This design comes from an exercise in tuning for small area on the open sky130 flow, not from production work.
RTL that was checked went through simulation tests only; none was proved equivalent to the original.
Function not checked in runs 1 and 2: the RTL went through the layout flow alone.
Power figures rest on the tool's default switching activity, not on a simulated workload.

[flow/config.mk]
export PLATFORM = sky130hd
export DESIGN_NAME = trfu
export DESIGN_NICKNAME = trfu
export VERILOG_FILES = /design/flow/design.v
export SDC_FILE = /design/flow/constraint.sdc
export NUM_CORES = 4
export LEC_CHECK = 0
export CAP_MARGIN = 0
export CORE_MARGIN = 2
export CORE_UTILIZATION = 40
export CTS_BUF_LIST = sky130_fd_sc_hd__clkbuf_8
export CTS_CLUSTER_SIZE = 20
export SLEW_MARGIN = 0
export SYNTH_HIERARCHICAL = 1
[flow/constraint.sdc]
create_clock -name core_clock -period 10.0 [get_ports {clk}]
set_input_delay 2.0000 -clock core_clock [delete_from_list [all_inputs] [get_ports {clk}]]
set_output_delay 2.0000 -clock core_clock [all_outputs]
set_load 0.01 [all_outputs]
[flow/design.v]
module trfu (
    input  wire        clk,
    input  wire        rst,        
    input  wire        line_in,    
    output wire        line_out,   
    output wire        line_oe,    
    input  wire [15:0] addr,
    input  wire [7:0]  wdata,
    input  wire        we,
    input  wire        re,
    output reg  [7:0]  rdata,
    output wire        exit_app
);
    localparam [7:0] START_MARKER = 8'h1B;
    localparam [7:0] TOKEN        = 8'h0E;
    localparam [2:0] PH_IDLE = 3'd0, PH_RECOVER = 3'd1, PH_RECEIVE = 3'd2,
                     PH_HELD = 3'd3, PH_TRANSMIT = 3'd4, PH_EXITED = 3'd5;
    localparam [1:0] RX_WAIT_FALL1 = 2'd0, RX_ZERO_TAIL = 2'd1, RX_WAIT_RISE = 2'd2,
                     RX_WINDOW = 2'd3;
    localparam [2:0] FS_START = 3'd0, FS_SEQ = 3'd1, FS_LENH = 3'd2, FS_LENL = 3'd3,
                     FS_TOKEN = 3'd4, FS_BODY = 3'd5, FS_CKSUM = 3'd6;
    reg [2:0]  phase;
    reg [9:0]  t_h, t_l;        
    reg        tvalid;
    reg [1:0]  st;
    reg [11:0] cnt;             
    reg [10:0] aux;             
    reg        prev;
    reg [7:0]  sr;              
    reg [1:0]  discard;
    reg [2:0]  fs;
    reg [7:0]  ck;              
    reg [7:0]  seqw;
    reg [5:0]  lenw;            
    reg [5:0]  bidx;            
    reg [7:0]  rxseq, rxck, txseq, txck;
    reg [15:0] txlen;
    reg [2:0]  retry;           
    reg [3:0]  event_r;
    reg [4:0] rot;
    reg [7:0] rxring [0:31];
    reg [7:0] txring [0:31];
    reg [7:0] pend;
    reg       pflag;
    wire recov = ~phase[2] & ~phase[1] & phase[0];
    wire recv  = phase[1] & ~phase[0];
    wire held  = phase[1] & phase[0];
    wire txing = phase[2] & ~phase[0];
    assign exit_app = phase[2] & phase[0];
    assign line_oe  = txing;
    assign line_out = ~(txing & st[0]);
    wire [10:0] t_p;
    wire [10:0] pc;
    assign pc[0] = 1'b0;
    genvar gi;
    generate for (gi = 0; gi < 10; gi = gi + 1) begin : PADD
        assign t_p[gi]  = t_h[gi] ^ t_l[gi] ^ pc[gi];
        assign pc[gi+1] = (t_h[gi] & t_l[gi]) | (pc[gi] & (t_h[gi] ^ t_l[gi]));
    end endgenerate
    assign t_p[10] = pc[10];
    wire [8:0] t_q = t_p[10:2];
    wire [10:0] t_w;
    wire [11:0] wc;
    wire [10:0] p8n = ~{3'b000, t_p[10:3]};
    assign wc[0] = 1'b1;
    wire [10:0] wn_lo;           
    generate for (gi = 0; gi < 11; gi = gi + 1) begin : WSUB
        assign t_w[gi]  = t_p[gi] ^ p8n[gi] ^ wc[gi];
        assign wn_lo[gi] = ~(t_p[gi] ^ p8n[gi] ^ wc[gi]);
        assign wc[gi+1] = (t_p[gi] & p8n[gi]) | (wc[gi] & (t_p[gi] ^ p8n[gi]));
    end endgenerate
    wire [11:0] c1;
    wire [12:0] cc;
    assign cc[0] = 1'b1;
    generate for (gi = 0; gi < 12; gi = gi + 1) begin : CINC
        assign c1[gi]   = cnt[gi] ^ cc[gi];
        assign cc[gi+1] = cnt[gi] & cc[gi];
    end endgenerate
    wire [10:0] a1;
    wire [11:0] ac;
    assign ac[0] = 1'b1;
    generate for (gi = 0; gi < 11; gi = gi + 1) begin : AINC
        assign a1[gi]   = aux[gi] ^ ac[gi];
        assign ac[gi+1] = aux[gi] & ac[gi];
    end endgenerate
    wire [12:0] gw;
    wire [11:0] wn = {1'b1, wn_lo};
    assign gw[0] = 1'b1;
    generate for (gi = 0; gi < 12; gi = gi + 1) begin : WCMP
        trfu_maj u_maj (.a(c1[gi]), .b(wn[gi]), .c(gw[gi]), .y(gw[gi+1]));
    end endgenerate
    wire w_hit = gw[12];
    wire rx   = line_in;
    wire fall = prev & ~rx;
    wire rise = ~prev & rx;
    wire [10:0] lowrun1 = prev ? 11'd0 : a1;
    wire lr_hit = (lowrun1 == t_p);
    wire p2_hit = (c1 == {t_p, 1'b0});
    wire c_3000 = c1[11] & c1[9] & c1[8] & c1[7] & c1[5] & c1[4] & c1[3];
    wire c_1000 = c1[9] & c1[8] & c1[7] & c1[6] & c1[5] & c1[3];
    wire [5:0] rxlen = (held | txing) ? bidx : 6'd0;
    wire       low12 = (addr[11:5] == 7'd0);
    wire       page0 = (addr[15:12] == 4'h0) && low12;
    wire       rd_rx = (addr[15:12] == 4'h1) && low12;
    wire       rd_tx = (addr[15:12] == 4'h2) && low12;
    wire [4:0] slot;
    wire [5:0] sc5;
    assign sc5[0] = 1'b0;
    generate for (gi = 0; gi < 5; gi = gi + 1) begin : SLOT
        assign slot[gi]  = addr[gi] ^ rot[gi] ^ sc5[gi];
        assign sc5[gi+1] = (addr[gi] & rot[gi]) | (sc5[gi] & (addr[gi] ^ rot[gi]));
    end endgenerate
    wire [31:0] dec  = 32'd1 << slot;
    wire [255:0] rx_flat, tx_flat;
    generate for (gi = 0; gi < 32; gi = gi + 1) begin : FLAT
        assign rx_flat[8*gi+7:8*gi] = rxring[gi];
        assign tx_flat[8*gi+7:8*gi] = txring[gi];
    end endgenerate
    wire [7:0] rx_rd, tx_raw;
    trfu_aomux #(.N(32)) u_rxmux (.d(rx_flat), .sel(dec), .y(rx_rd));
    trfu_aomux #(.N(32)) u_txmux (.d(tx_flat), .sel(dec), .y(tx_raw));
    wire [7:0] tx_rd = tx_raw ^ {8{slot[0]}};
    wire [31:0] rsel = 32'd1 << addr[4:0];
    wire [7:0] reg_rd;
    trfu_aoterms #(.T(21)) u_reg0 (.a({rsel[26], txlen[8], txlen[0], txck[0], txseq[0], rxlen[0], rxck[0], rxseq[0], t_p[8], t_p[0], t_w[8], t_w[0], t_q[8], t_q[0], t_l[8], t_l[0], t_h[8], t_h[0], retry[0], event_r[0], phase[0]}),
        .s({rsel[26], rsel[21], rsel[20], rsel[19], rsel[18], rsel[16], rsel[15], rsel[14], rsel[13], rsel[12], rsel[11], rsel[10], rsel[9], rsel[8], rsel[7], rsel[6], rsel[5], rsel[4], rsel[3], rsel[2], rsel[1]}), .y(reg_rd[0]));
    trfu_aoterms #(.T(21)) u_reg1 (.a({rsel[27], rsel[26], txlen[9], txlen[1], txck[1], txseq[1], rxlen[1], rxck[1], rxseq[1], t_p[9], t_p[1], t_w[9], t_w[1], t_q[1], t_l[9], t_l[1], t_h[9], t_h[1], retry[1], event_r[1], phase[1]}),
        .s({rsel[27], rsel[26], rsel[21], rsel[20], rsel[19], rsel[18], rsel[16], rsel[15], rsel[14], rsel[13], rsel[12], rsel[11], rsel[10], rsel[8], rsel[7], rsel[6], rsel[5], rsel[4], rsel[3], rsel[2], rsel[1]}), .y(reg_rd[1]));
    trfu_aoterms #(.T(18)) u_reg2 (.a({rsel[27], txlen[10], txlen[2], txck[2], txseq[2], rxlen[2], rxck[2], rxseq[2], t_p[10], t_p[2], t_w[10], t_w[2], t_q[2], t_l[2], t_h[2], retry[2], event_r[2], phase[2]}),
        .s({rsel[27], rsel[21], rsel[20], rsel[19], rsel[18], rsel[16], rsel[15], rsel[14], rsel[13], rsel[12], rsel[11], rsel[10], rsel[8], rsel[6], rsel[4], rsel[3], rsel[2], rsel[1]}), .y(reg_rd[2]));
    trfu_aoterms #(.T(16)) u_reg3 (.a({rsel[27], rsel[26], txlen[11], txlen[3], txck[3], txseq[3], rxlen[3], rxck[3], rxseq[3], t_p[3], t_w[3], t_q[3], t_l[3], t_h[3], event_r[3], held}),
        .s({rsel[27], rsel[26], rsel[21], rsel[20], rsel[19], rsel[18], rsel[16], rsel[15], rsel[14], rsel[12], rsel[10], rsel[8], rsel[6], rsel[4], rsel[2], rsel[1]}), .y(reg_rd[3]));
    trfu_aoterms #(.T(14)) u_reg4 (.a({rsel[26], txlen[12], txlen[4], txck[4], txseq[4], rxlen[4], rxck[4], rxseq[4], t_p[4], t_w[4], t_q[4], t_l[4], t_h[4], txing}),
        .s({rsel[26], rsel[21], rsel[20], rsel[19], rsel[18], rsel[16], rsel[15], rsel[14], rsel[12], rsel[10], rsel[8], rsel[6], rsel[4], rsel[1]}), .y(reg_rd[4]));
    trfu_aoterms #(.T(15)) u_reg5 (.a({rsel[24], rsel[22], txlen[13], txlen[5], txck[5], txseq[5], rxlen[5], rxck[5], rxseq[5], t_p[5], t_w[5], t_q[5], t_l[5], t_h[5], exit_app}),
        .s({rsel[24], rsel[22], rsel[21], rsel[20], rsel[19], rsel[18], rsel[16], rsel[15], rsel[14], rsel[12], rsel[10], rsel[8], rsel[6], rsel[4], rsel[1]}), .y(reg_rd[5]));
    trfu_aoterms #(.T(12)) u_reg6 (.a({txlen[14], txlen[6], txck[6], txseq[6], rxck[6], rxseq[6], t_p[6], t_w[6], t_q[6], t_l[6], t_h[6], tvalid}),
        .s({rsel[21], rsel[20], rsel[19], rsel[18], rsel[15], rsel[14], rsel[12], rsel[10], rsel[8], rsel[6], rsel[4], rsel[1]}), .y(reg_rd[6]));
    trfu_aoterms #(.T(11)) u_reg7 (.a({txlen[15], txlen[7], txck[7], txseq[7], rxck[7], rxseq[7], t_p[7], t_w[7], t_q[7], t_l[7], t_h[7]}),
        .s({rsel[21], rsel[20], rsel[19], rsel[18], rsel[15], rsel[14], rsel[12], rsel[10], rsel[8], rsel[6], rsel[4]}), .y(reg_rd[7]));
    always @* begin
        if (page0)      rdata = reg_rd;
        else if (rd_rx) rdata = rx_rd;
        else if (rd_tx) rdata = tx_rd;
        else            rdata = 8'h00;
    end
    wire [9:0] pos   = aux[9:0];
    wire [5:0] field = pos[8:3];
    wire       pre   = pos[9] & (field < 6'd59);
    wire       pre_z = (pos[9:1] == 9'd491);
    wire [5:0] d;
    wire [6:0] dc;
    wire [5:0] tln = ~txlen[5:0];
    assign dc[0] = 1'b1;
    generate for (gi = 0; gi < 6; gi = gi + 1) begin : DSUB
        assign d[gi]    = field[gi] ^ tln[gi] ^ dc[gi];
        assign dc[gi+1] = (field[gi] & tln[gi]) | (dc[gi] & (field[gi] ^ tln[gi]));
    end endgenerate
    wire d_ck      = (d == 6'd63);
    wire d_last    = (d == 6'd0);
    wire is_trailer = (d == 6'd1);
    wire is_final   = d_last & (pos[2:0] == 3'd7);
    wire cur_one    = pre ? !pre_z : sr[0];
    wire byte_end      = (pos[2:0] == 3'd7);      
    reg [7:0] fbyte;
    always @* begin
        case (field)
            6'd58: fbyte = START_MARKER;
            6'd59: fbyte = txseq;
            6'd60: fbyte = 8'h00;
            6'd61: fbyte = txlen[7:0];
            6'd62: fbyte = TOKEN;
            default: fbyte = d_ck ? ck : pend;
        endcase
    end
    wire [9:0] dur = (cur_one & !is_trailer) ? (st[0] ? t_l : t_h) : {1'b0, t_q};
    wire last_seg  = cur_one ? st[0] : (st == 2'd3);
    wire [1:0] r  = t_p[1:0];
    wire [3:0] qr = {1'b0, t_q[2:0]} + {2'b00, r};
    wire big      = (t_q[8:3] != 6'd0) || (qr > 4'd6);
    wire [2:0] lo3 = !is_final ? (3'd0 - {1'b0, r}) :
                     big       ? (3'd5 - {1'b0, r}) : (t_q[2:0] - 3'd1);
    wire [9:0] init3 = {{7{!is_final && (r != 2'd0)}}, lo3};
    reg [2:0]  phase_n;
    reg [9:0]  t_h_n, t_l_n;
    reg        tvalid_n;
    reg [1:0]  st_n;
    reg [11:0] cnt_n;
    reg [10:0] aux_n;
    reg [7:0]  sr_n;
    reg [1:0]  discard_n;
    reg [2:0]  fs_n;
    reg [7:0]  seqw_n;
    reg [5:0]  lenw_n, bidx_n;
    reg [7:0]  rxseq_n, rxck_n, txseq_n, txck_n;
    reg [15:0] txlen_n;
    reg [2:0]  retry_n;
    reg [3:0]  event_n;
    reg        rx_put;
    reg        tx_we;
    reg        ck_en;           
    reg [7:0]  srs;
    wire       ck_clr = txing ? (field == 6'd58) : (fs == FS_START);
    wire [7:0] srs_w = {~fall, sr[7:1]};
    wire [7:0] ck_op = txing ? fbyte : srs_w;
    wire [7:0] ck_x   = (ck_clr ? 8'h00 : ck) ^ ck_op;
    task spend_retry(input [3:0] code);
        begin
            event_n = code;
            retry_n = retry + 3'd1;
            if (retry[1] & retry[0]) begin
                event_n = 4'd10;
                phase_n = PH_EXITED;
            end else begin
                phase_n = PH_RECOVER;
                st_n    = 2'd0;
                cnt_n   = 12'd0;
            end
        end
    endtask
    task deliver(input [7:0] b);
        begin
            ck_en = 1'b1;
            case (fs)
                FS_START: begin
                    if (b == START_MARKER) fs_n = FS_SEQ;
                end
                FS_SEQ: begin
                    seqw_n = b;
                    fs_n   = FS_LENH;
                end
                FS_LENH: begin
                    lenw_n = (b != 8'd0) ? 6'h3F : 6'h00;
                    fs_n   = FS_LENL;
                end
                FS_LENL: begin
                    lenw_n = (lenw[5] || b[7:6] != 2'd0 || (b[5] && b[4:0] != 5'd0)) ? 6'h3F : b[5:0];
                    fs_n   = FS_TOKEN;
                end
                FS_TOKEN: begin
                    bidx_n = 6'd0;
                    if (b == TOKEN) fs_n = (lenw == 6'd0) ? FS_CKSUM : FS_BODY;
                    else            fs_n = FS_START;
                end
                FS_BODY: begin
                    if (bidx[5]) begin
                        fs_n = FS_START;
                    end else begin
                        rx_put = 1'b1;
                        bidx_n = bidx + 6'd1;
                        if (bidx + 6'd1 == lenw) fs_n = FS_CKSUM;
                    end
                end
                default: begin  
                    if (b == ck) begin
                        rxseq_n = seqw;
                        rxck_n  = b;
                        phase_n = PH_HELD;
                    end
                    fs_n = FS_START;
                end
            endcase
        end
    endtask
    task shift_bit(input b);
        begin
            srs = {b, sr[7:1]};
            if (sr[0]) begin
                sr_n    = 8'h80;
                retry_n = 3'd0;
                if (discard != 2'd0) discard_n = discard - 2'd1;
                else                 deliver(srs);
            end else begin
                sr_n = srs;
            end
        end
    endtask
    always @* begin
        phase_n   = phase;
        t_h_n     = t_h;
        t_l_n     = t_l;
        tvalid_n  = tvalid;
        st_n      = st;
        cnt_n     = c1;              
        aux_n     = aux;
        sr_n      = sr;
        discard_n = discard;
        fs_n      = fs;
        seqw_n    = seqw;
        lenw_n    = lenw;
        bidx_n    = bidx;
        rxseq_n   = rxseq;
        rxck_n    = rxck;
        txseq_n   = txseq;
        txlen_n   = txlen;
        txck_n    = txck;
        retry_n   = retry;
        event_n   = event_r;
        rx_put    = 1'b0;
        tx_we     = 1'b0;
        ck_en     = 1'b0;
        srs       = {1'b0, sr[7:1]};
        if (recov) begin
            if (rx == st[0]) begin            
                st_n  = st + 2'd1;
                cnt_n = 12'd0;
                if (st == 2'd2) aux_n = c1[10:0];
                if (st == 2'd3) begin
                    if (aux[9:3] == 7'd0 || c1[9:3] == 7'd0) begin
                        spend_retry(4'd5);
                    end else begin
                        t_h_n     = aux[9:0];
                        t_l_n     = c1[9:0];
                        tvalid_n  = 1'b1;
                        event_n   = 4'd15;
                        sr_n      = 8'hC0;
                        discard_n = 2'd3;
                        fs_n      = FS_START;
                        phase_n   = PH_RECEIVE;
                        st_n      = RX_WAIT_FALL1;
                    end
                end
            end else if (st[1] ? c_1000 : c_3000) begin
                spend_retry({2'b00, st} + 4'd1);
            end
        end
        if (recv) begin
            aux_n = lowrun1;
            case (st)
                RX_WAIT_FALL1: begin
                    if (fall)       st_n = RX_WINDOW;
                    else if (w_hit) spend_retry(4'd6);
                end
                RX_WINDOW: begin
                    if (fall) begin
                        st_n = RX_ZERO_TAIL;
                        shift_bit(1'b0);
                    end else if (w_hit) begin
                        st_n = RX_WAIT_RISE;
                        shift_bit(1'b1);
                    end
                end
                default: begin  
                    if (rise) begin
                        st_n  = RX_WAIT_FALL1;
                        cnt_n = 12'd0;
                    end else if (!rx && lr_hit) begin
                        if (st[0]) begin
                            spend_retry(4'd7);
                        end else begin
                            event_n = 4'd9;
                            phase_n = PH_EXITED;
                        end
                    end else if (!st[0] && p2_hit) begin
                        spend_retry(4'd8);
                    end
                end
            endcase
        end
        if (txing) begin
            if (c1[9:0] == dur) begin
                cnt_n = 12'd0;
                if (is_trailer) begin
                    txck_n  = sr;
                    txlen_n = 16'd0;
                    event_n = 4'd14;
                    phase_n = PH_RECOVER;
                    st_n    = 2'd0;
                end else if (last_seg) begin
                    st_n  = 2'd0;
                    aux_n = a1;
                    if (byte_end && !d_last) begin
                        sr_n  = fbyte;
                        ck_en = 1'b1;
                    end else begin
                        sr_n = {sr[0], sr[7:1]};
                    end
                end else begin
                    st_n = st + 2'd1;
                    if (st == 2'd2) cnt_n = {2'b00, init3};
                end
            end
        end
        if (we) begin
            if (addr == 16'h0000) begin
                case (wdata)
                    8'h00: ;
                    8'h01: begin  
                        if (phase_n == PH_IDLE || phase_n == PH_EXITED) begin
                            retry_n  = 3'd0;
                            tvalid_n = 1'b0;
                            event_n  = 4'd0;
                            phase_n  = PH_RECOVER;
                            st_n     = 2'd0;
                            cnt_n    = 12'd0;
                        end else begin
                            event_n = 4'd12;
                        end
                    end
                    8'h02: begin  
                        if (phase_n != PH_HELD) begin
                            event_n = 4'd12;
                        end else if (txlen[15:6] != 10'd0 || (txlen[5] && txlen[4:0] != 5'd0)) begin
                            event_n = 4'd13;
                        end else begin
                            phase_n = PH_TRANSMIT;
                            st_n    = 2'd0;
                            cnt_n   = 12'd0;
                            aux_n   = 11'd959;
                        end
                    end
                    8'h03: begin  
                        if (phase_n == PH_HELD) begin
                            phase_n = PH_RECOVER;
                            st_n    = 2'd0;
                            cnt_n   = 12'd0;
                        end else begin
                            event_n = 4'd12;
                        end
                    end
                    8'h04: phase_n = PH_IDLE;  
                    default: event_n = 4'd11;
                endcase
            end else if (phase_n != PH_TRANSMIT) begin
                if (addr == 16'h0012) txseq_n = wdata;
                if (addr == 16'h0014) txlen_n[7:0] = wdata;
                if (addr == 16'h0015) txlen_n[15:8] = wdata;
                if (rd_tx) tx_we = 1'b1;
            end
        end
    end
    always @(posedge clk) begin
        if (rst) begin
            phase   <= PH_IDLE;
            t_h     <= 10'd0;
            t_l     <= 10'd0;
            tvalid  <= 1'b0;
            rxseq   <= 8'h00;
            rxck    <= 8'h00;
            txseq   <= 8'h00;
            txlen   <= 16'd0;
            txck    <= 8'h00;
            retry   <= 3'd0;
            event_r <= 4'd0;
        end else begin
            phase   <= phase_n;
            t_h     <= t_h_n;
            t_l     <= t_l_n;
            tvalid  <= tvalid_n;
            rxseq   <= rxseq_n;
            rxck    <= rxck_n;
            txseq   <= txseq_n;
            txlen   <= txlen_n;
            txck    <= txck_n;
            retry   <= retry_n;
            event_r <= event_n;
        end
    end
    always @(posedge clk) begin
        prev    <= rx;
        st      <= st_n;
        cnt     <= cnt_n;
        aux     <= aux_n;
        sr      <= sr_n;
        discard <= discard_n;
        fs      <= fs_n;
        if (ck_en) ck <= ck_x;
        seqw    <= seqw_n;
        lenw    <= lenw_n;
        bidx    <= bidx_n;
    end
    wire [4:0] rb = rot + bidx[4:0];
    wire [4:0] rf = rot + field[4:0];
    wire rx_ins  = pflag && (rb == 5'd0);
    wire tx_take = txing && (rf == 5'd0);      
    wire [31:0] tx_hit = {dec[30:0], dec[31]} & {32{tx_we}};
    wire [7:0] wd_n = ~wdata;
    wire [255:0] tx_next;
    generate for (gi = 0; gi < 32; gi = gi + 1) begin : TXR
        trfu_mx2i u_m [7:0] (.a0(txring[(gi + 31) % 32]), .a1((gi % 2) ? wdata : wd_n),
                             .s(tx_hit[gi]), .y(tx_next[8*gi+7:8*gi]));
    end endgenerate
    integer k;
    always @(posedge clk) begin
        rot <= rot + 5'd1;
        for (k = 0; k < 32; k = k + 1) txring[k] <= tx_next[8*k +: 8];
        for (k = 31; k > 0; k = k - 1) rxring[k] <= rxring[k-1];
        rxring[0] <= rx_ins ? pend : rxring[31];
        if (rx_put)       pend <= srs;
        else if (tx_take) pend <= ~txring[1];
        pflag <= rx_put | (pflag & !rx_ins);
    end
endmodule
module trfu_aomux #(parameter N = 32) (
    input  wire [8*N-1:0] d,
    input  wire [N-1:0]   sel,
    output wire [7:0]     y
);
    localparam K = (N + 2) / 3;
    wire [3*K-1:0] s = {{(3*K-N){1'b0}}, sel};
    genvar b, g;
    generate for (b = 0; b < 8; b = b + 1) begin : BIT
        wire [3*K-1:0] v;
        for (g = 0; g < N; g = g + 1) begin : V
            assign v[g] = d[8*g+b];
        end
        for (g = N; g < 3*K; g = g + 1) begin : Z
            assign v[g] = 1'b0;
        end
        wire [K-1:0] n;
        for (g = 0; g < K; g = g + 1) begin : G
            trfu_aoi222 u (.a1(v[3*g]), .a2(s[3*g]), .b1(v[3*g+1]), .b2(s[3*g+1]),
                           .c1(v[3*g+2]), .c2(s[3*g+2]), .y(n[g]));
        end
        trfu_nandn #(.K(K)) u_or (.a(n), .y(y[b]));
    end endgenerate
endmodule
module trfu_aoterms #(parameter T = 3) (
    input  wire [T-1:0] a,
    input  wire [T-1:0] s,
    output wire         y
);
    localparam K = (T + 2) / 3;
    wire [3*K-1:0] va = {{(3*K-T){1'b0}}, a};
    wire [3*K-1:0] vs = {{(3*K-T){1'b0}}, s};
    wire [K-1:0] n;
    genvar g;
    generate for (g = 0; g < K; g = g + 1) begin : G
        trfu_aoi222 u (.a1(va[3*g]), .a2(vs[3*g]), .b1(va[3*g+1]), .b2(vs[3*g+1]),
                       .c1(va[3*g+2]), .c2(vs[3*g+2]), .y(n[g]));
    end endgenerate
    trfu_nandn #(.K(K)) u_or (.a(n), .y(y));
endmodule
module trfu_maj (
    input  wire a, b, c,
    output wire y
);
    assign y = (a & b) | (a & c) | (b & c);
endmodule
module trfu_mx2i (
    input  wire a0, a1, s,
    output wire y
);
    assign y = ~(s ? a1 : a0);
endmodule
module trfu_aoi222 (
    input  wire a1, a2, b1, b2, c1, c2,
    output wire y
);
    assign y = ~((a1 & a2) | (b1 & b2) | (c1 & c2));
endmodule
module trfu_nandn #(parameter K = 4) (
    input  wire [K-1:0] a,
    output wire         y
);
    assign y = ~&a;
endmodule
[flow/run.sh]
#!/bin/bash
# synth_recipe.tcl (not shown) runs the flow's synth.tcl, then flattens the netlist and writes it again
# the make line also repeats each setting of config.mk as NAME=value (left out here)
make -C /OpenROAD-flow-scripts/flow DESIGN_CONFIG=/design/flow/config.mk WORK_HOME=/design/flow/orfs CLKGATE_MAP_FILE= SYNTH_SCRIPT=/design/flow/synth_recipe.tcl finish
==> results_tabular.tex, run 1 <==
\begin{tabular}{lr}
\hline
Metric & Value \\
\hline
\multicolumn{2}{l}{\textbf{STA}} \\
\quad Fin Setup TNS & 0 ps \\
\quad Timing-limited maximum frequency & 101 MHz \\
\quad Total count of max-transition violations in the final report & 0 \\
\quad Fin crit period & between 9000 and 10000 ps \\
\quad Worst clock skew & 59.6 ps \\
\quad Final Hold Violating Endpoints & 0 \\
\quad Worst max-slew margin expressed relative to the limit & a little under 10\% \\
\quad Final setup violation count & 0 \\
\quad Share of the clock period used by the worst path & 98.6\% \\
\quad Setup repair after global routing missed its margin & false \\
\quad Transition time at the pin with the least slew margin & between 1000 and 1500 ps \\
\multicolumn{2}{l}{\textbf{Placement}} \\
\quad IO Port Bufs & 38 \\
\quad Number of cells after detailed placement & approximately 3500 \\
\quad Post-DP HPWL & a little under 70000 um \\
\quad Final estimated routing congestion in global placement & between 0.9 and 1 \\
\multicolumn{2}{l}{\textbf{Global route}} \\
\quad Number of global-route vias before repair & approximately 22000 \\
\quad Maximum number of pins on one net before global-route repair & 77 \\
\quad Antenna violations before repair & 1 \\
\quad Leftover overflow at the end of global routing & 0 \\
\quad First-pass GRT wire length & 140000 um \\
\quad Combined global-route utilization of all metal layers & between 20\% and 30\% \\
\multicolumn{2}{l}{\textbf{Synthesis}} \\
\quad Post-synthesis instance total & around 2500 \\
\quad Proportion of register bits with asynchronous set or reset after synthesis & 0\% \\
\quad Sequential-to-total area share from yosys stat & about half \\
\quad Fraction of synthesized cell area in xor and xnor cells & 2.48\% \\
\quad Area of the mapped netlist & 27300 um\^{}2 \\
\quad Mean instance size in the synthesized netlist & 10.8 um\^{}2 \\
\quad Count of distinct cell types in the synthesized netlist & between 80 and 90 \\
\quad Post-synthesis adder-cell area fraction & approximately 4.4\% \\
\quad Portion of netlist area occupied by mux cells & between 10 and 15\% \\
\quad Synthesis-stage register bit count & about 670 \\
\quad Dominant combinational cell family by area after synthesis & compound AO/OA/AOI/OAI gates \\
\quad Post-synth top flop & sky130\_fd\_sc\_hd\_\_dfxtp\_1 \\
\quad EDFF count, synth & 36 \\
\quad Synth Area in Compound Gates & about 15\% \\
\quad Synth Area in Simple Gates & around an eighth \\
\quad Warning count from the yosys run & 9 \\
\multicolumn{2}{l}{\textbf{Worst setup path}} \\
\quad Endpoint type of the worst setup path & output port \\
\quad Launching point of the worst reg2reg path & t\_l[0]\$\_SDFFE\_PP0P\_ \\
\quad Data arrival time of the worst path & between 7000 and 8000 ps \\
\quad Cell type of the slowest stage on the worst timing path & sky130\_fd\_sc\_hd\_\_clkdlybuf4s50\_1 \\
\quad Maximum fanout encountered on the critical timing path & 17 \\
\quad Max stage delay on crit path & about 750 ps \\
\quad End of the worst register-to-register path & txring[24][0]\$\_DFF\_P\_ \\
\quad Worst setup SP type & input pin \\
\quad Reg2Reg Depth & 32 \\
\quad WP data required & 8000 ps \\
\quad Crit Path Class & in2out \\
\quad Cell chain of the critical path & clkdlybuf4s50\_1 -> ha\_1 -> fa\_1 -> inv\_1 -> fa\_1 -> fa\_1 -> xnor2\_1 -> xnor2\_1 -> buf\_4 -> nor2\_1 -> a222oi\_1 -> nand4\_1 -> or3\_1 -> xnor2\_1 -> o22a\_1 -> nor2\_1 -> clkdlybuf4s50\_1 \\
\quad Setup slack of the worst register-to-register path & roughly 490 ps \\
\multicolumn{2}{l}{\textbf{Routing}} \\
\quad Via count normalized by instance count & 6.11 \\
\quad Routed Antenna Nets & 0 \\
\quad First-pass iteration count of the detailed router & 9 \\
\quad Post-Route WL & between 90000 and 100000 um \\
\quad Violation count after the first detailed-route iteration & between 3000 and 4000 \\
\quad Residual DRC count & 0 \\
\quad Via count & about 23000 \\
\quad Post-detailed-route wirelength per cell & approximately 25 um \\
\multicolumn{2}{l}{\textbf{Die}} \\
\quad Number of I/O pins & 40 \\
\quad Starting Density & approximately 40\% \\
\quad Floorplan core area & approximately 67000 um\^{}2 \\
\quad Full die area & between 70000 and 80000 um\^{}2 \\
\quad Core Rows & 95 \\
\quad Height of the die & about 270 um \\
\quad X dimension of the die & about 270 um \\
\multicolumn{2}{l}{\textbf{Finish}} \\
\quad Area Growth Syn to Fin & 17.1\% \\
\quad Post-layout net count & 2849 \\
\quad Fraction of layout instances using a drive strength above 1 & about an eighth \\
\quad Number of inserted filler cells in the final layout & roughly 6200 \\
\quad Final non-filler cell total & between 3000 and 4000 \\
\multicolumn{2}{l}{\textbf{Clock tree}} \\
\quad Clock-pin slew reported for the worst setup and hold paths after clock tree synthesis & 60 ps \\
\quad Clock Tree Buf Depth & 3 \\
\quad Clk\_lat worst skew & between 700 and 800 ps \\
\quad CTS H-Tree Depth & 3 \\
\quad Clock tree from TritonCTS & yes \\
\quad Clock tree root buffer cell & sky130\_fd\_sc\_hd\_\_clkbuf\_8 \\
\quad Total clock buffers created by CTS & between 100 and 150 \\
\quad Number of setup buffers added after CTS & 0 \\
\quad Clock Sink Count & $\sim$670 \\
\multicolumn{2}{l}{\textbf{Power and ir drop}} \\
\quad Max IR drop VDD & around 0.16 mV \\
\quad Power Dens Cells & 188 nW/um\^{}2 \\
\quad Leakage Power & roughly 12 nW \\
\multicolumn{2}{l}{\textbf{Worst hold path}} \\
\quad Min-Delay Path Depth & 0 \\
\quad Hold-critical path endpoint & rxring[31][6]\$\_DFF\_P\_ \\
\quad HP Class & reg2reg \\
\quad Hold Path Origin & rxring[30][6]\$\_DFF\_P\_ \\
\multicolumn{2}{l}{\textbf{Run status}} \\
\quad Status & complete, no violations \\
\multicolumn{2}{l}{\textbf{Job}} \\
\quad Max-cap viol count & 0 \\
\hline
\end{tabular}
-- layer usage --
layer / part of all wire, % / track usage [%]
met2: 45 / 41.9
met1: 42 / 34.7
met3: 8.6 / 5.07
met4: 4.9 / 12.2
met5: 0 / 0
-- flip-flops by register name, summed over array words and instances, names as in the netlist, 8 cells and up --
signal  flops
rxseq       8
t_h        10
txck        8
seqw        8
pend        8
txseq       8
rxring    256
ck          8
t_l        10
sr          8
cnt        12
aux        11
txlen      16
rxck        8
txring    256
-- what timing repair did --
item                       4_1_cts  5_1_grt
setup endpoints to repair        3       16
hold buffers                     0        0
resized for setup                5        7
pin swaps                        3        3
-- report_power, final --
group / total [mW] / leakage [nW] / switching (mW) / internal (mW)
logic: 0.634 / 4.64 / 0.421 / 0.213
registers: 2.77 / 5.80 / 0.0403 / 2.73
clock network: 2.58 / 1.37 / 1.15 / 1.43
total: 5.99 / 11.8 / 1.61 / 4.38
-- layout make-up --
type                    count  area (um^2)  share of cell area [%]
flip-flops and latches    672        13800                    43.3
multi-input cells        1728        13000                    40.7
clock buffers             137         1890                    5.91
repair buffers            157         1280                    4.01
well taps                 873         1090                    3.42
clock inverters            61          539                    1.69
inverters                  84          315                   0.988
diodes                      1         2.50                 0.00784
-- cells by family after synthesis --
| family | Yosys count |
|---|---|
| adders and majority gates | 82 |
| other | 6 |
| AOI/OAI and AO/OA | 494 |
| DFF | 672 |
| muxes | 348 |
| buffers and inverters | 165 |
| and+or+nand+nor | 688 |
| xor gates and xnor gates | 74 |
-- per-module statistics from Yosys (local to each module, per instance), excerpt --
module | cells | copies in the design | cell area [um^2] | flops+latches
trfu_aoi222 | 1 | 220 | 10.0 | 0
trfu | 1958 | 1 | 21900 | 672
trfu_mx2i | 1 | 256 | 10.0 | 0
trfu_maj | 1 | 12 | 11.3 | 0
-- worst max path at each step --
stage | start | end | slack [ps] | depth (start not counted)
3_5_place_dp | t_l[0]$_SDFFE_PP0P_ | txring[24][0]$_DFF_P_ | 220 | 32
6_report | addr[0] | rdata[6] | 140 | 17
3_3_place_gp | t_h[0]$_SDFFE_PP0P_ | txring[24][0]$_DFF_P_ | 240 | 32
5_1_grt | t_l[0]$_SDFFE_PP0P_ | rdata[2] | 10 | 24
2_1_floorplan | t_h[0]$_SDFFE_PP0P_ | txring[22][1]$_DFF_P_ | 650 | 34
4_1_cts | t_l[0]$_SDFFE_PP0P_ | rdata[2] | 30 | 24
-- worst max-delay path, delay by kind of cell --
family,cells,cell delay [ps]
compound gates,2,920
buf+inv,4,1650
xor+xnor,3,830
simple gates,4,1270
fa+ha+maj,4,1160
-- cells in the mapped netlist (35+ instances only) --
cell / instances / area [um^2]
sky130_fd_sc_hd__clkbuf_1: 65 / 244
sky130_fd_sc_hd__nand2_1: 120 / 450
sky130_fd_sc_hd__nand3_1: 72 / 360
sky130_fd_sc_hd__mux2i_1: 329 / 3290
sky130_fd_sc_hd__dfxtp_1: 636 / 12700
sky130_fd_sc_hd__edfxtp_1: 36 / 1080
sky130_fd_sc_hd__a21oi_1: 80 / 400
sky130_fd_sc_hd__o21ai_0: 50 / 250
sky130_fd_sc_hd__ha_1: 44 / 551
sky130_fd_sc_hd__a222oi_1: 220 / 2200
sky130_fd_sc_hd__nor3_1: 35 / 175
sky130_fd_sc_hd__xnor2_1: 48 / 420
sky130_fd_sc_hd__nor2_1: 249 / 935
sky130_fd_sc_hd__inv_1: 83 / 312
sky130_fd_sc_hd__nand4_1: 48 / 300
-- placed cells by master, fill, tap and decap left out, types with 15 or more instances in the layout --
cell	count
sky130_fd_sc_hd__xnor2_1	48
sky130_fd_sc_hd__mux2_2	19
sky130_fd_sc_hd__or3_1	26
sky130_fd_sc_hd__nor2b_1	15
sky130_fd_sc_hd__nand2b_1	16
sky130_fd_sc_hd__clkbuf_8	137
sky130_fd_sc_hd__clkdlybuf4s50_1	35
sky130_fd_sc_hd__buf_4	118
sky130_fd_sc_hd__xor2_1	24
sky130_fd_sc_hd__or2_2	15
sky130_fd_sc_hd__dfxtp_1	636
sky130_fd_sc_hd__mux2i_1	329
sky130_fd_sc_hd__nor3_1	33
sky130_fd_sc_hd__a21oi_1	80
sky130_fd_sc_hd__ha_1	44
sky130_fd_sc_hd__nand2_1	120
sky130_fd_sc_hd__a222oi_1	220
sky130_fd_sc_hd__nand4_1	48
sky130_fd_sc_hd__a31oi_1	19
sky130_fd_sc_hd__nor2_1	249
sky130_fd_sc_hd__conb_1	42
sky130_fd_sc_hd__nand3_1	71
sky130_fd_sc_hd__edfxtp_1	36
sky130_fd_sc_hd__o21ai_0	50
sky130_fd_sc_hd__nor4_1	24
sky130_fd_sc_hd__fa_1	18
sky130_fd_sc_hd__inv_1	119
-- stage by stage --
step / worst slack (ps) / power (mW) / instance area [um^2] / hold WS, ps / utilization, %
floorplan: 654 / 3.20 / 27400 / 330 / -
global placement: 243 / 3.43 / 29500 / 333 / 43.8
detailed placement: 223 / 3.45 / 29500 / 337 / 43.8
CTS: 30.2 / 6.01 / 31900 / 306 / 47.4
global route: 14.0 / 6.18 / 31900 / 311 / 47.4
finish: 140 / 5.99 / 31900 / 319 / 47.4
==> inputs of run 2 (changes only) <==
--- a/flow/config.mk
+++ b/flow/config.mk
@@ -7,8 +7,8 @@
 export LEC_CHECK = 0
-export CAP_MARGIN = 0
+export CAP_MARGIN = 20
 export CORE_MARGIN = 2
 export CORE_UTILIZATION = 40
-export CTS_BUF_LIST = sky130_fd_sc_hd__clkbuf_8
-export CTS_CLUSTER_SIZE = 20
-export SLEW_MARGIN = 0
+export CTS_CLUSTER_DIAMETER = 100
+export CTS_CLUSTER_SIZE = 30
+export SLEW_MARGIN = 20
 export SYNTH_HIERARCHICAL = 1
==> run 2 against run 1 <==
Net effect:
- still clean on timing, DRC and antenna
- cell count fell by 4.2%
- die area did not move
- routed wire length fell by 1.6%
- sequential share of layout area rose by 2.0 points
- combinational power barely moved
- power fell by 18%
- count of clock-buffer cells in the layout fell by 107
- non-clock buffer count rose by 1
- critical path type is now reg2out
- largest cell class unchanged
- largest power group unchanged
==> results_tabular.tex, run 2 <==
\begin{tabular}{lr}
\hline
Metric & Value \\
\hline
\multicolumn{2}{l}{\textbf{Run status}} \\
\quad Status & complete, no violations \\
\multicolumn{2}{l}{\textbf{Routing}} \\
\quad Routed Antenna Nets & 0 (unchanged) \\
\quad Residual DRC count & 0 (unchanged) \\
\quad Via count normalized by instance count & 6.21 (+1.6\%) \\
\quad Post-Route WL & 93200 um (-1.6\%) \\
\quad Violation count after the first detailed-route iteration & 3349 (+1.6\%) \\
\quad Post-detailed-route wirelength per cell & 26.2 um (+2.7\%) \\
\quad First-pass iteration count of the detailed router & 10 (+1) \\
\quad Via count & 22100 (-2.6\%) \\
\multicolumn{2}{l}{\textbf{Worst hold path}} \\
\quad HP Class & reg2reg \\
\multicolumn{2}{l}{\textbf{Power and ir drop}} \\
\quad Register share of total power & 56.1\% (+9.8 points) \\
\quad Switching power total & 1.38 mW (-14\%) \\
\quad Leakage Power & 10.9 nW (-7.5\%) \\
\quad Share of power burned in combinational logic & 12.8\% (+2.2 points) \\
\quad Fraction of power spent switching nets & 28.1\% (+1.1 points) \\
\quad Internal portion of total power & 3.55 mW (-19\%) \\
\quad Clock network fraction of design power & 31.1\% (-12 points) \\
\quad Post-layout power & 4.94 mW (-18\%) \\
\quad Max IR drop VDD & 0.156 mV (-1.6\%) \\
\quad Power Dens Cells & 162 nW/um\^{}2 (-14\%) \\
\multicolumn{2}{l}{\textbf{STA}} \\
\quad Share of the clock period used by the worst path & 97.8\% (-0.76 points) \\
\quad Final setup violation count & 0 (unchanged) \\
\quad Worst max-slew margin expressed relative to the limit & 21.8\% (+12 points) \\
\quad Fin crit period & 9780 ps (-76.0 ps) \\
\quad Final Hold Violating Endpoints & 0 (unchanged) \\
\quad Total count of max-transition violations in the final report & 0 (unchanged) \\
\quad Worst clock skew & 78.2 ps (+18.6 ps) \\
\quad Transition time at the pin with the least slew margin & 1170 ps (-170 ps) \\
\quad Setup repair after global routing missed its margin & false \\
\quad Timing-limited maximum frequency & 102 MHz (+0.78\%) \\
\quad Fin Setup TNS & 0 ps (unchanged) \\
\multicolumn{2}{l}{\textbf{Clock tree}} \\
\quad Total clock buffers created by CTS & 30 (-72\%) \\
\quad CTS H-Tree Depth & 1 (-2) \\
\quad Clk\_lat worst skew & 680 ps (-80 ps) \\
\quad Clock tree root buffer cell & sky130\_fd\_sc\_hd\_\_clkbuf\_16 \\
\quad Hold-fix buffer count after cts & 0 (unchanged) \\
\quad Number of setup buffers added after CTS & 0 (unchanged) \\
\quad Clock Sink Count & 672 (unchanged) \\
\quad Clock-pin slew reported for the worst setup and hold paths after clock tree synthesis & 120 ps (+60 ps) \\
\quad Clock tree from TritonCTS & yes \\
\quad Clock Tree Buf Depth & 3 (unchanged) \\
\multicolumn{2}{l}{\textbf{Worst setup path}} \\
\quad Maximum fanout encountered on the critical timing path & 2 (-15) \\
\quad Crit Path Class & reg2out \\
\quad Endpoint type of the worst setup path & output port \\
\quad Data arrival time of the worst path & 7780 ps (-80 ps) \\
\quad Cell chain of the critical path & ha\_1 -> fa\_1 -> inv\_1 -> fa\_1 -> fa\_2 -> fa\_2 -> fa\_1 -> fa\_2 -> fa\_2 -> fa\_1 -> fa\_2 -> fa\_1 -> fa\_1 -> inv\_1 -> ha\_1 -> ha\_1 -> xnor2\_1 -> a222oi\_1 -> and4\_1 -> nand3\_1 -> mux2i\_1 -> o22a\_1 -> nor2\_1 -> dlygate4sd2\_1 \\
\quad Worst setup SP type & flip-flop \\
\quad WP data required & 8000 ps (about the same) \\
\quad Cell type of the slowest stage on the worst timing path & sky130\_fd\_sc\_hd\_\_fa\_2 \\
\quad Max stage delay on crit path & 470 ps (-280 ps) \\
\quad Critical path's most frequent cell & sky130\_fd\_sc\_hd\_\_fa\_1 \\
\multicolumn{2}{l}{\textbf{Synthesis}} \\
\quad Most repeated cell in the gate-level netlist after synthesis & sky130\_fd\_sc\_hd\_\_dfxtp\_1 \\
\quad EDFF count, synth & 36 (unchanged) \\
\quad Sequential-to-total area share from yosys stat & 50.7\% (unchanged) \\
\quad Fraction of synthesized cell area in xor and xnor cells & 2.48\% (unchanged) \\
\quad Top cell type's share of synthesized area & 46.7\% (unchanged) \\
\quad Post-synth top flop & sky130\_fd\_sc\_hd\_\_dfxtp\_1 \\
\quad Proportion of register bits with asynchronous set or reset after synthesis & 0\% (unchanged) \\
\quad Synthesis-stage register bit count & 672 (unchanged) \\
\quad Most frequent cells after synthesis & 636 x sky130\_fd\_sc\_hd\_\_dfxtp\_1, 329 x sky130\_fd\_sc\_hd\_\_mux2i\_1, 249 x sky130\_fd\_sc\_hd\_\_nor2\_1, 220 x sky130\_fd\_sc\_hd\_\_a222oi\_1, 120 x sky130\_fd\_sc\_hd\_\_nand2\_1 \\
\quad Area of the mapped netlist & 27300 um\^{}2 (unchanged) \\
\quad Mean instance size in the synthesized netlist & 10.8 um\^{}2 (unchanged) \\
\quad Dominant combinational cell family by area after synthesis & compound AO/OA/AOI/OAI gates \\
\quad Portion of netlist area occupied by mux cells & 12.9\% (unchanged) \\
\quad Cells taking the most area after synthesis & sky130\_fd\_sc\_hd\_\_dfxtp\_1 47\%, sky130\_fd\_sc\_hd\_\_mux2i\_1 12\%, sky130\_fd\_sc\_hd\_\_a222oi\_1 8.1\%, sky130\_fd\_sc\_hd\_\_edfxtp\_1 4.0\%, sky130\_fd\_sc\_hd\_\_nor2\_1 3.4\% \\
\quad Post-synthesis instance total & 2529 (unchanged) \\
\quad Post-synthesis adder-cell area fraction & 4.43\% (unchanged) \\
\quad Warning count from the yosys run & 9 (unchanged) \\
\quad Synth Area in Compound Gates & 14.7\% (unchanged) \\
\quad Count of distinct cell types in the synthesized netlist & 81 (unchanged) \\
\quad Synth Area in Simple Gates & 12.3\% (unchanged) \\
\quad Cell taking the most area after synthesis & sky130\_fd\_sc\_hd\_\_dfxtp\_1 \\
\multicolumn{2}{l}{\textbf{Placement}} \\
\quad IO Port Bufs & 38 (unchanged) \\
\quad Post-DP HPWL & 68100 um (+0.16\%) \\
\quad Final estimated routing congestion in global placement & 0.973 (unchanged) \\
\multicolumn{2}{l}{\textbf{Global route}} \\
\quad Maximum number of pins on one net before global-route repair & 77 (unchanged) \\
\quad GR peak layer & met2 \\
\quad Combined global-route utilization of all metal layers & 25.7\% (-0.62 points) \\
\quad Routing usage on met3 & 3.51\% (-1.6 points) \\
\quad Global Route met1 Usage & 34.7\% (about the same) \\
\quad Leftover overflow at the end of global routing & 0 (unchanged) \\
\quad First-pass GRT wire length & 138000 um (-2.0\%) \\
\quad Number of global-route vias before repair & 21300 (-3.5\%) \\
\quad Antenna violations before repair & 3 (+2) \\
\quad Met2 Resource Use GR & 41.9\% (+0.071 points) \\
\multicolumn{2}{l}{\textbf{Finish}} \\
\quad Number of inserted filler cells in the final layout & 6271 (+0.85\%) \\
\quad Most common library cell in the layout ignoring fill and taps & sky130\_fd\_sc\_hd\_\_dfxtp\_1 \\
\quad Fraction of layout instances using a drive strength above 1 & 8.90\% (-3.5 points) \\
\quad Most frequent cells in the layout & 636 x sky130\_fd\_sc\_hd\_\_dfxtp\_1, 329 x sky130\_fd\_sc\_hd\_\_mux2i\_1, 242 x sky130\_fd\_sc\_hd\_\_nor2\_1 \\
\quad Top flop regs & rxring x256, txring x256, txlen x16 \\
\quad Area Growth Syn to Fin & 11.8\% \\
\quad Number of antenna cells inserted & 0 (-1) \\
\quad Post-layout net count & 2773 (-2.7\%) \\
\multicolumn{2}{l}{\textbf{Die}} \\
\quad Core Rows & 95 (unchanged) \\
\quad Height of the die & 265 um (unchanged) \\
\quad X dimension of the die & 265 um (unchanged) \\
\quad Number of I/O pins & 40 (unchanged) \\
\quad Full die area & 70200 um\^{}2 (unchanged) \\
\quad Floorplan core area & 67300 um\^{}2 (unchanged) \\
\quad Starting Density & 40.5\% (unchanged) \\
\multicolumn{2}{l}{\textbf{Job}} \\
\quad Max-cap viol count & 0 (unchanged) \\
\hline
\end{tabular}
[run 2: cell counts after synthesis]
No cell type changed its count.
[run 2: power by group through the flow]
stage                     combinational (mW)  sequential, mW  clock (mW)
after global routing                   0.670            2.77        1.64
final                                  0.632            2.77        1.53
after CTS                              0.617            2.77        1.56
after floorplan                        0.389            2.81           0
after detailed placement               0.616            2.83           0
after global placement                 0.604            2.83           0
[run 2: area by class of cell]
type	instances	area [um^2]	share of cell area, %
repair buffers	158	1290	4.24
multi-input cells	1728	13000	42.6
inverters	84	315	1.03
flip-flops and latches	672	13800	45.3
clock buffers	30	751	2.46
clock inverters	13	226	0.743
well taps	873	1090	3.58
[run 2: worst max-delay path: cells and delay by family, from the launching register on]
kind                       cells  cell delay (ps)
DFF                            1              370
xor gates and xnor gates       1               90
and+or+nand+nor                3              520
muxes                          1              190
adders and majority gates     14             4900
buffers and inverters          3              420
AOI/OAI and AO/OA              2              650
[run 2: final timing paths]
check	startpoint	endpoint	slack, ps	cells past startpoint
min	rxring[30][4]$_DFF_P_	rxring[31][4]$_DFF_P_	340	0
max reg2reg	t_l[0]$_SDFFE_PP0P_	txring[24][0]$_DFF_P_	440	32
max	t_l[0]$_SDFFE_PP0P_	rdata[2]	220	24
min reg2reg	rxring[30][4]$_DFF_P_	rxring[31][4]$_DFF_P_	340	0
[run 2: repair_timing]
item	4_1_cts	5_1_grt
setup endpoints to repair	2	11
resized for setup	4	5
pin swaps	2	1
[run 2: cell families (layout without fill, tap and decap cells)]
kind of cell,count (synthesis),in the layout
buffers and inverters,165,285
adders and majority gates,82,82
other,6,42
muxes,348,348
xor gates and xnor gates,74,74
AOI/OAI and AO/OA,494,494
and+or+nand+nor,688,688
DFF,672,672
[run 2: per-layer routing]
metal,wire (um),part of all wire (%),vias up
met5,32,0.034,-
met1,39100,42,10900
li1,-,-,9917
met2,42400,46,1089
met4,4240,4.6,6
met3,7390,7.9,211
[run 2: through the flow]
| stage | hold WS [ps] | setup WS (ps) | cell area, um^2 | util (%) | std cells |
|---|---|---|---|---|---|
| after detailed placement | 337 | 214 | 29500 | 43.8 | 3515 |
| after CTS | 349 | 8.51 | 30500 | 45.3 | 3558 |
| after global placement | 333 | 243 | 29500 | 43.8 | 3514 |
| final | 340 | 216 | 30500 | 45.3 | 3558 |
| after global routing | 352 | 14.6 | 30500 | 45.3 | 3558 |
| after floorplan | 330 | 654 | 27400 | - | 2565 |
[run 2: per-module statistics from Yosys (local to each module, per instance), a selection]
module,flip-flops and latches,cell area [um^2],cells
trfu,672,21900,1958
trfu_maj,0,11.3,1
trfu_aoi222,0,10.0,1
trfu_mx2i,0,10.0,1
==> inputs of run 3 (changes only) <==
--- a/flow/design.v
+++ b/flow/design.v
@@ -44,2 +44,3 @@
     reg       pflag;
+    wire idle  = ~phase[2] & ~phase[1] & ~phase[0];
     wire recov = ~phase[2] & ~phase[1] & phase[0];
@@ -96,4 +97,4 @@
     wire [10:0] lowrun1 = prev ? 11'd0 : a1;
-    wire lr_hit = (lowrun1 == t_p);
-    wire p2_hit = (c1 == {t_p, 1'b0});
+    wire lr_hit = ~prev & (a1 == t_p);
+    wire p2_hit = ~c1[0] & (c1[11:1] == t_p);
     wire c_3000 = c1[11] & c1[9] & c1[8] & c1[7] & c1[5] & c1[4] & c1[3];
@@ -200,3 +201,4 @@
     reg        tx_we;
-    reg        ck_en;           
+    reg        ck_en;
+    reg        go_exit, go_held, tx_done;    
     reg [7:0]  srs;
@@ -212,3 +214,3 @@
                 event_n = 4'd10;
-                phase_n = PH_EXITED;
+                phase_n = PH_EXITED; go_exit = 1'b1;
             end else begin
@@ -257,3 +259,3 @@
                         rxck_n  = b;
-                        phase_n = PH_HELD;
+                        phase_n = PH_HELD; go_held = 1'b1;
                     end
@@ -301,2 +303,5 @@
         ck_en     = 1'b0;
+        go_exit   = 1'b0;
+        go_held   = 1'b0;
+        tx_done   = 1'b0;
         srs       = {1'b0, sr[7:1]};
@@ -351,3 +356,3 @@
                             event_n = 4'd9;
-                            phase_n = PH_EXITED;
+                            phase_n = PH_EXITED; go_exit = 1'b1;
                         end
@@ -366,3 +371,3 @@
                     event_n = 4'd14;
-                    phase_n = PH_RECOVER;
+                    phase_n = PH_RECOVER; tx_done = 1'b1;
                     st_n    = 2'd0;
@@ -388,3 +393,3 @@
                     8'h01: begin  
-                        if (phase_n == PH_IDLE || phase_n == PH_EXITED) begin
+                        if (idle | exit_app | go_exit) begin
                             retry_n  = 3'd0;
@@ -400,3 +405,3 @@
                     8'h02: begin  
-                        if (phase_n != PH_HELD) begin
+                        if (!(held | go_held)) begin
                             event_n = 4'd12;
@@ -412,3 +417,3 @@
                     8'h03: begin  
-                        if (phase_n == PH_HELD) begin
+                        if (held | go_held) begin
                             phase_n = PH_RECOVER;
@@ -423,3 +428,3 @@
                 endcase
-            end else if (phase_n != PH_TRANSMIT) begin
+            end else if (!txing | tx_done) begin
                 if (addr == 16'h0012) txseq_n = wdata;
--- a/flow/config.mk
+++ b/flow/config.mk
@@ -11,3 +11,3 @@
 export CTS_CLUSTER_DIAMETER = 100
-export CTS_CLUSTER_SIZE = 30
+export CTS_CLUSTER_SIZE = 25
 export SLEW_MARGIN = 20
==> run 3 against run 2 <==
Net effect:
- still clean on timing, DRC and antenna
- non-clock buffer count down 30
- sequential power down 2%
- first-iteration DRC count down 3.4%
- synthesized cell count down 1.8%
- synthesized area up 0.42%
- routed wire length up 0.99%
- global-route usage up 0.34 points
- count of clock-buffer cells in the layout up 10
- register-to-register slack better by 520 ps
- via count down 0.25%
- clock skew down 58 ps
- critical path type is now in2out
- highest routed layer is now met4
==> results_tabular.tex, run 3 <==
\begin{tabular}{lr}
\hline
Metric & Value \\
\hline
\multicolumn{2}{l}{\textbf{Finish}} \\
\quad Most common library cell in the layout ignoring fill and taps & sky130\_fd\_sc\_hd\_\_dfxtp\_1 \\
\quad Fraction of layout instances using a drive strength above 1 & 9.80\% (+0.90 points) \\
\quad Top flop regs & rxring x256, txring x256, txlen x16 \\
\quad Most frequent cells in the layout & 634 x sky130\_fd\_sc\_hd\_\_dfxtp\_1, 330 x sky130\_fd\_sc\_hd\_\_mux2i\_1, 221 x sky130\_fd\_sc\_hd\_\_a222oi\_1 \\
\quad Combined area of the multi-input logic cells & 13600 um\^{}2 (+4.7\%) \\
\quad Area Growth Syn to Fin & 12.9\% \\
\quad Number of inserted filler cells in the final layout & 6102 (-2.7\%) \\
\quad Post-layout net count & 2691 (-3.0\%) \\
\quad Register Area & 13800 um\^{}2 (about the same) \\
\multicolumn{2}{l}{\textbf{Worst setup path}} \\
\quad Critical path's most frequent cell & sky130\_fd\_sc\_hd\_\_fa\_1 \\
\quad Worst setup SP type & input pin \\
\quad Cell chain of the critical path & clkdlybuf4s50\_1 -> ha\_1 -> fa\_1 -> inv\_1 -> fa\_1 -> fa\_1 -> xnor2\_1 -> xnor2\_2 -> nor3\_2 -> a222oi\_1 -> nand4\_1 -> or3\_1 -> xnor2\_1 -> o22ai\_1 -> and2\_1 -> clkdlybuf4s50\_1 \\
\quad Max stage delay on crit path & 720 ps (+250 ps) \\
\quad WP data required & 8000 ps (about the same) \\
\quad Crit Path Class & in2out \\
\quad Top cell family by delay on the critical path & buffers and inverters \\
\quad Endpoint type of the worst setup path & output port \\
\quad Maximum fanout encountered on the critical timing path & 12 (+10) \\
\quad Data arrival time of the worst path & 7730 ps (-50 ps) \\
\quad Combined buffer and inverter count along the critical path & 3 (unchanged) \\
\quad Cell type of the slowest stage on the worst timing path & sky130\_fd\_sc\_hd\_\_a222oi\_1 \\
\multicolumn{2}{l}{\textbf{STA}} \\
\quad Worst max-slew margin expressed relative to the limit & 20.5\% (-1.3 points) \\
\quad Share of the clock period used by the worst path & 97.3\% (-0.57 points) \\
\quad Final Hold Violating Endpoints & 0 (unchanged) \\
\quad Transition time at the pin with the least slew margin & 1190 ps (+15.5 ps) \\
\quad Fin Setup TNS & 0 ps (unchanged) \\
\quad Post-route worst setup slack & 273 ps (+57.1 ps) \\
\quad Setup repair after global routing missed its margin & false \\
\quad Tightest hold margin & 353 ps (+13.3 ps) \\
\quad Final setup violation count & 0 (unchanged) \\
\quad Timing-limited maximum frequency & 103 MHz (+0.59\%) \\
\quad Worst clock skew & 19.9 ps (-58.3 ps) \\
\quad Fin crit period & 9730 ps (-57.2 ps) \\
\quad Total count of max-transition violations in the final report & 0 (unchanged) \\
\multicolumn{2}{l}{\textbf{Clock tree}} \\
\quad Clock Tree Buf Depth & 3 (unchanged) \\
\quad Clk\_lat worst skew & 590 ps (-90 ps) \\
\quad Clock tree from TritonCTS & yes \\
\quad CTS H-Tree Depth & 2 (+1) \\
\quad Number of setup buffers added after CTS & 0 (unchanged) \\
\quad Clock tree root buffer cell & sky130\_fd\_sc\_hd\_\_clkbuf\_16 \\
\quad Total clock buffers created by CTS & 34 (+13\%) \\
\quad Clock-pin slew reported for the worst setup and hold paths after clock tree synthesis & 90 ps (-30 ps) \\
\quad Clock Sink Count & 672 (unchanged) \\
\multicolumn{2}{l}{\textbf{Routing}} \\
\quad Routed wire length on met3 & 7940 um (+7.4\%) \\
\quad Post-detailed-route wirelength per cell & 27.1 um (+3.3\%) \\
\quad Violation count after the first detailed-route iteration & 3236 (-3.4\%) \\
\quad Residual DRC count & 0 (unchanged) \\
\quad Highest layer used for signal routing & met4 \\
\quad Via count & 22000 (-0.25\%) \\
\quad First-pass iteration count of the detailed router & 10 (unchanged) \\
\quad Met2 wire length & 42300 um (-0.31\%) \\
\quad Routed Antenna Nets & 0 (unchanged) \\
\quad Post-Route WL & 94100 um (+0.99\%) \\
\quad Wire length on met1 & 40500 um (+3.6\%) \\
\quad Via count normalized by instance count & 6.34 (+2.1\%) \\
\multicolumn{2}{l}{\textbf{Global route}} \\
\quad Maximum number of pins on one net before global-route repair & 86 (+12\%) \\
\quad First-pass GRT wire length & 140000 um (+1.5\%) \\
\quad Combined global-route utilization of all metal layers & 26.1\% (+0.34 points) \\
\quad Leftover overflow at the end of global routing & 0 (unchanged) \\
\quad Antenna violations before repair & 0 (-3) \\
\quad Number of global-route vias before repair & 21500 (+1.3\%) \\
\multicolumn{2}{l}{\textbf{Synthesis}} \\
\quad Warning count from the yosys run & 9 (unchanged) \\
\quad Area of the mapped netlist & 27400 um\^{}2 (+0.42\%) \\
\quad Most frequent cells after synthesis & 636 x sky130\_fd\_sc\_hd\_\_dfxtp\_1, 330 x sky130\_fd\_sc\_hd\_\_mux2i\_1, 221 x sky130\_fd\_sc\_hd\_\_a222oi\_1, 130 x sky130\_fd\_sc\_hd\_\_nor2\_1, 116 x sky130\_fd\_sc\_hd\_\_nand2\_1 \\
\quad Mean instance size in the synthesized netlist & 11.0 um\^{}2 (+2.2\%) \\
\quad Cells taking the most area after synthesis & sky130\_fd\_sc\_hd\_\_dfxtp\_1 47\%, sky130\_fd\_sc\_hd\_\_mux2i\_1 12\%, sky130\_fd\_sc\_hd\_\_a222oi\_1 8.1\%, sky130\_fd\_sc\_hd\_\_edfxtp\_1 3.9\%, sky130\_fd\_sc\_hd\_\_ha\_1 2.0\% \\
\quad Top cell type's share of synthesized area & 46.5\% (-0.19 points) \\
\quad Proportion of register bits with asynchronous set or reset after synthesis & 0\% (unchanged) \\
\quad Cell taking the most area after synthesis & sky130\_fd\_sc\_hd\_\_dfxtp\_1 \\
\quad EDFF count, synth & 36 (unchanged) \\
\quad Most repeated cell in the gate-level netlist after synthesis & sky130\_fd\_sc\_hd\_\_dfxtp\_1 \\
\quad Post-synth top flop & sky130\_fd\_sc\_hd\_\_dfxtp\_1 \\
\quad Synthesis-stage register bit count & 672 (unchanged) \\
\quad Post-synthesis instance total & 2484 (-1.8\%) \\
\quad Count of distinct cell types in the synthesized netlist & 83 (+2.5\%) \\
\quad Sequential-to-total area share from yosys stat & 50.5\% (-0.21 points) \\
\multicolumn{2}{l}{\textbf{Run status}} \\
\quad Status & complete, no violations \\
\multicolumn{2}{l}{\textbf{Power and ir drop}} \\
\quad Power Dens Cells & 151 nW/um\^{}2 (-6.8\%) \\
\quad Max IR drop VDD & 0.119 mV (-24\%) \\
\quad Leakage Power & 10.8 nW (-0.85\%) \\
\multicolumn{2}{l}{\textbf{Placement}} \\
\quad Pre-CTS WS & 367 ps (+153 ps) \\
\quad Final estimated routing congestion in global placement & 0.949 (-2.5\%) \\
\quad IO Port Bufs & 38 (unchanged) \\
\quad Post-DP HPWL & 67600 um (-0.70\%) \\
\multicolumn{2}{l}{\textbf{Die}} \\
\quad Height of the die & 266 um (+0.21\%) \\
\quad Full die area & 70500 um\^{}2 (+0.41\%) \\
\quad Number of I/O pins & 40 (unchanged) \\
\quad X dimension of the die & 266 um (+0.21\%) \\
\quad Starting Density & 40.6\% (+0.097 points) \\
\quad Floorplan core area & 67400 um\^{}2 (+0.18\%) \\
\quad Core Rows & 95 (unchanged) \\
\multicolumn{2}{l}{\textbf{Worst hold path}} \\
\quad HP Class & reg2reg \\
\multicolumn{2}{l}{\textbf{Job}} \\
\quad Max-cap viol count & 0 (unchanged) \\
\hline
\end{tabular}
==> run 3: changes by cell type after synthesis, sizes merged, moves of 14 or more <==
cell,change
nor4b,+29
nor2,-119
and2,+16
nand2b,+16
or2,-14
nand3,-14
==> run 3: Yosys stat by module, one instance, submodules excluded, a selection <==
module,times used,flops+latches
trfu_mx2i,256,0
trfu_aoi222,220,0
trfu_maj,12,0
trfu,1,672
==> run 3: per-stage QoR <==
step	utilization [%]	area (um^2)	cells	power, mW
finish	45.9	30900	3477	4.67
global route	45.9	30900	3476	4.80
CTS	45.6	30700	3473	4.67
detailed placement	44.1	29700	3426	3.14
global placement	43.9	29600	3426	3.14
floorplan	-	27500	2520	3.00
==> run 3: area by class of cell <==
class                           count  area share [%]
Clock buffer                       40            2.96
Sequential cell                   672            44.7
Timing Repair Buffer              128            3.51
Clock inverter                      7           0.251
Inverter                           86            1.04
Antenna cell                        1         0.00810
Tap cell                          873            3.53
Multi-Input combinational cell   1670            44.0
==> run 3: report_power, final <==
part / internal (mW) / switching [mW] / total (mW)
logic: 0.119 / 0.259 / 0.378
registers: 2.71 / 0.00761 / 2.72
clock network: 0.670 / 0.901 / 1.57
total: 3.50 / 1.17 / 4.67
==> run 3: logic make-up after synthesis <==
logic type	count (synthesis)	share of synthesized area [%]
DFF	672	50.5
other	6	0.0823
muxes	351	12.9
adders and majority gates	82	4.41
buffers and inverters	178	2.53
AOI/OAI and AO/OA	486	14.5
and+or+nand+nor	624	12.2
xor gates and xnor gates	85	2.83
==> run 3: repair_timing <==
item / CTS / global route
hold buffers: 0 / 0
endpoints found under the setup margin: 3 / 4
pin swaps: 3 / 1
resized for setup: 10 / 6
cloned: 0 / 0
==> run 3: worst paths after layout <==
check / to / slack, ps / start / cells past startpoint
hold reg to reg: rxring[8][1]$_DFF_P_ / 350 / rxring[7][1]$_DFF_P_ / 0
hold / removal: rxring[8][1]$_DFF_P_ / 350 / rxring[7][1]$_DFF_P_ / 0
setup / recovery: rdata[6] / 270 / addr[0] / 16
setup reg to reg: cnt[2]$_DFF_P_ / 960 / t_h[0]$_SDFFE_PP0P_ / 29
==> run 3: routing by layer <==
metal  GRT usage (%)  vias to the layer above
met3            4.16                      183
met1            36.4                    11000
met5               0                        -
li1                -                     9746
met4            9.38                        0
met2            40.8                     1073

-- port drivers added, routing unchanged --
In the flow no input, the clock included, has a driving cell. The finished layouts below were timed again as built, in two steps. Step 1 assumes that a clkbuf_16 drives the clock port and a buf_2 every other input. Step 2 adds t to the input delays and takes it off the output delays; t is the mean of the earliest and latest rising clock arrival at the registers after step 1. Input paths then give back, and output paths get back, about the clock's delay inside the block. Three values: no drivers, after step 1, after step 2; two values: the first two.
run	t, ns	setup WS [ns]	slew at the worst register clock pin (ns)
run 1	0.784	0.140 / 0.112 / 0.115	0.07 / 0.07
run 2	0.704	0.216 / 0.157 / 0.263	0.12 / 0.12
run 3	0.647	0.273 / 0.224 / 0.238	0.10 / 0.10
After both steps every run listed still meets setup and hold. The setup slack of run 3, which loses most, moves by -0.049 ns with the drivers and by -0.035 ns with both steps.
